This is an optimization exercise on Yosys and OpenROAD, whose aim is small area, a short achievable clock period and few clock cycles, not a production implementation.
In this exercise RTL edits were held to simulation tests only and were not proved equivalent to the original.
Power is estimated from default activity; no workload was simulated.

== v32 ==
Design bkt_tape, start of the top module:
module bkt_tape (
    input  wire        clk,
    input  wire        rst,            
    input  wire        cmd_valid,
    output wire        cmd_ready,
    input  wire [31:0] cmd_data,
    output reg         rsp_valid,
    output reg  [2:0]  rsp_code,
    output reg  [31:0] rsp_data,
    output reg         rsp_byte_valid,
    output reg  [1:0]  rsp_byte_seg,
    output reg  [7:0]  rsp_byte
);
Size: roughly 5900 cells after synthesis, about 83 I/O pins.
Settings: LEC_CHECK=0, CAP_MARGIN=20, CORE_MARGIN=2, CORE_UTILIZATION=50, PLACE_DENSITY=0.62, SLEW_MARGIN=20, SETUP_SLACK_MARGIN=11.0; clock period 15.0 ns.
standard.sh (not shown) runs the stock make flow with config.mk's settings and CLKGATE_MAP_FILE= SYNTH_SCRIPT=/design/flow/synth_recipe.tcl, a recipe that flattens the netlist after the stock synthesis.
==> flow/flow/run.sh <==
#!/bin/bash
# Layout flow: the standard flow (standard.sh, unchanged synthesis, floorplan,
# placement, CTS, routing) with a larger setup-slack margin for its timing-repair
# steps, so that repair keeps shortening paths below the design's period. The
# constraints (constraint.sdc, period) are not touched.
set -e
sed -i '/SETUP_SLACK_MARGIN/d' config.mk
echo 'export SETUP_SLACK_MARGIN = 11.0' >> config.mk
bash standard.sh > standard.log 2>&1
The final layout from v32, which completed every stage, passed the timing, DRC and antenna checks at the end of the flow.
Testbench counts of v32, summed over its fixed seeds: cycles 63,850.
diff inputs: v32 => v10
--- a/flow/design.v
+++ b/flow/design.v
@@ -745,17 +745,17 @@
             default: mode_n = M_RUN;
             endcase
         end
         if (rst_r) full_reset;
         if (rst) mode_n = M_RUN;
         rst_r <= rst;
         mode <= mode_n;
         cnt  <= cnt_n;
-        pn_nib_r <= nib8(tp_pn, cnt_n[2:0]);
+        pn_nib_r <= nib8(tp_pn, (mode == M_CHUNK) ? cnt[2:0] + 3'd1 : 3'd0);
         sa_div_r  <= mode_n == M_DIV;
         sa_zero_r <= (mode_n == M_HA && cnt_n == 5'd0) || mode_n == M_F3 ||
                      (mode_n == M_MP && mode != M_MP);
         sa_cin_r  <= mode_n == M_HA && cnt_n == 5'd0;
         sa_bit_r  <= (mode_n == M_MP && mode == M_MP) ? mk_k[cnt - 5'd1] : 1'b1;
         run  <= rst || mode_n == M_RUN;
         if (!run) begin
             pb_one   <= t_one;
Notes after the runs:
v10 reached the final stage; the timing, DRC and antenna checks on its layout passed.
Relative to v32, v10 degrades first-pass GRT wire length.
Compared to v32, v10 has power about 20% higher.
The power per cell area of v10 exceeds that of v32 by about 20%.
Cell count along the critical path (higher): v10
Going from v32 to v10, maximum clock insertion buffer count roughly the same, synthesized cell area held steady, synthesized cell count -about 1.2%, post-place instance area shows a reduction of about 0.34%.
Count of clock buffers in the final design: v10 > v32
Testbench counts of v10, summed over its fixed seeds: cycles 63,850.

--- another note on this design; it stands on its own ---

// bkt_tape
module bkt_tape (
    input  wire        clk,
    input  wire        rst,            
    input  wire        cmd_valid,
    output wire        cmd_ready,
    input  wire [31:0] cmd_data,
    output reg         rsp_valid,
    output reg  [2:0]  rsp_code,
    output reg  [31:0] rsp_data,
    output reg         rsp_byte_valid,
    output reg  [1:0]  rsp_byte_seg,
    output reg  [7:0]  rsp_byte
);
clock: 15.0 ns
lec_check: 0
cap_margin: 20
core_margin: 2
core_utilization: 55
place_density: 0.65
slew_margin: 20
setup_slack_margin: 10.5
standard.sh (not shown) runs the stock make flow with config.mk's settings and CLKGATE_MAP_FILE= SYNTH_SCRIPT=/design/flow/synth_recipe.tcl, a recipe that flattens the netlist after the stock synthesis.
==> flow/flow/run.sh <==
#!/bin/bash
# Layout flow: the standard flow (standard.sh, unchanged synthesis, floorplan,
# placement, CTS, routing) with a larger setup-slack margin for its timing-repair
# steps, so that repair keeps shortening paths below the design's period. The
# constraints (constraint.sdc, period) are not touched.
set -e
sed -i '/SETUP_SLACK_MARGIN/d' config.mk
echo 'export SETUP_SLACK_MARGIN = 10.5' >> config.mk
bash standard.sh > standard.log 2>&1
The baseline completed with no timing, DRC or antenna violations.
Testbench counts at the start, summed over its fixed seeds: cycles 63,850.
Change:
--- a/flow/flow/run.sh
+++ b/flow/flow/run.sh
@@ -8 +8 @@
-echo 'export SETUP_SLACK_MARGIN = 10.5' >> config.mk
+echo 'export SETUP_SLACK_MARGIN = 10.0' >> config.mk
Settings changed: CORE_UTILIZATION 55 to 50, PLACE_DENSITY 0.65 to 0.62, SETUP_SLACK_MARGIN 10.5 to 10.0.
=> The new run ran to the end with no violations. Critical path depth decreases by 1. Wire length barely changes. Synthesized cell count stays the same. Hold slack stays flat. Power fell slightly. Count of clock-buffer cells in the layout fell by 4. Final area falls slightly.

-- what the ideal ports hide --
Ports are ideal in the flow. The routed layouts listed here were re-timed in OpenROAD.
Step 1, drivers: a clkbuf_16 drives clk and a buf_2 each remaining input, both assumed.
Step 2 also shifts input and output timing later by t, the mid clock arrival at the registers, as if the neighbouring blocks saw the same clock.
Three values: ideal ports, drivers, drivers and shift; two values: the first two.
run | t (ns) | slack for setup (ns) | worst hold slack (ns) | pins driven straight from the clock port
v32 | 0.754 | 10.649 / 10.649 / 10.522 | 0.453 / 0.453 / 0.453 | 1
v10 | 0.746 | 10.552 / 10.552 / 10.318 | 0.466 / 0.466 / 0.466 | 1
the first run of note 2 | 0.754 | 9.630 / 9.630 / 9.630 | 0.474 / 0.474 / 0.474 | 1
the second run of note 2 | 0.730 | 9.552 / 9.552 / 9.552 | 0.476 / 0.476 / 0.476 | 1
After both steps every run listed still meets setup and hold. For v10, which loses most, drivers alone change the setup slack by 0.000 ns; drivers and shift together by -0.234 ns.
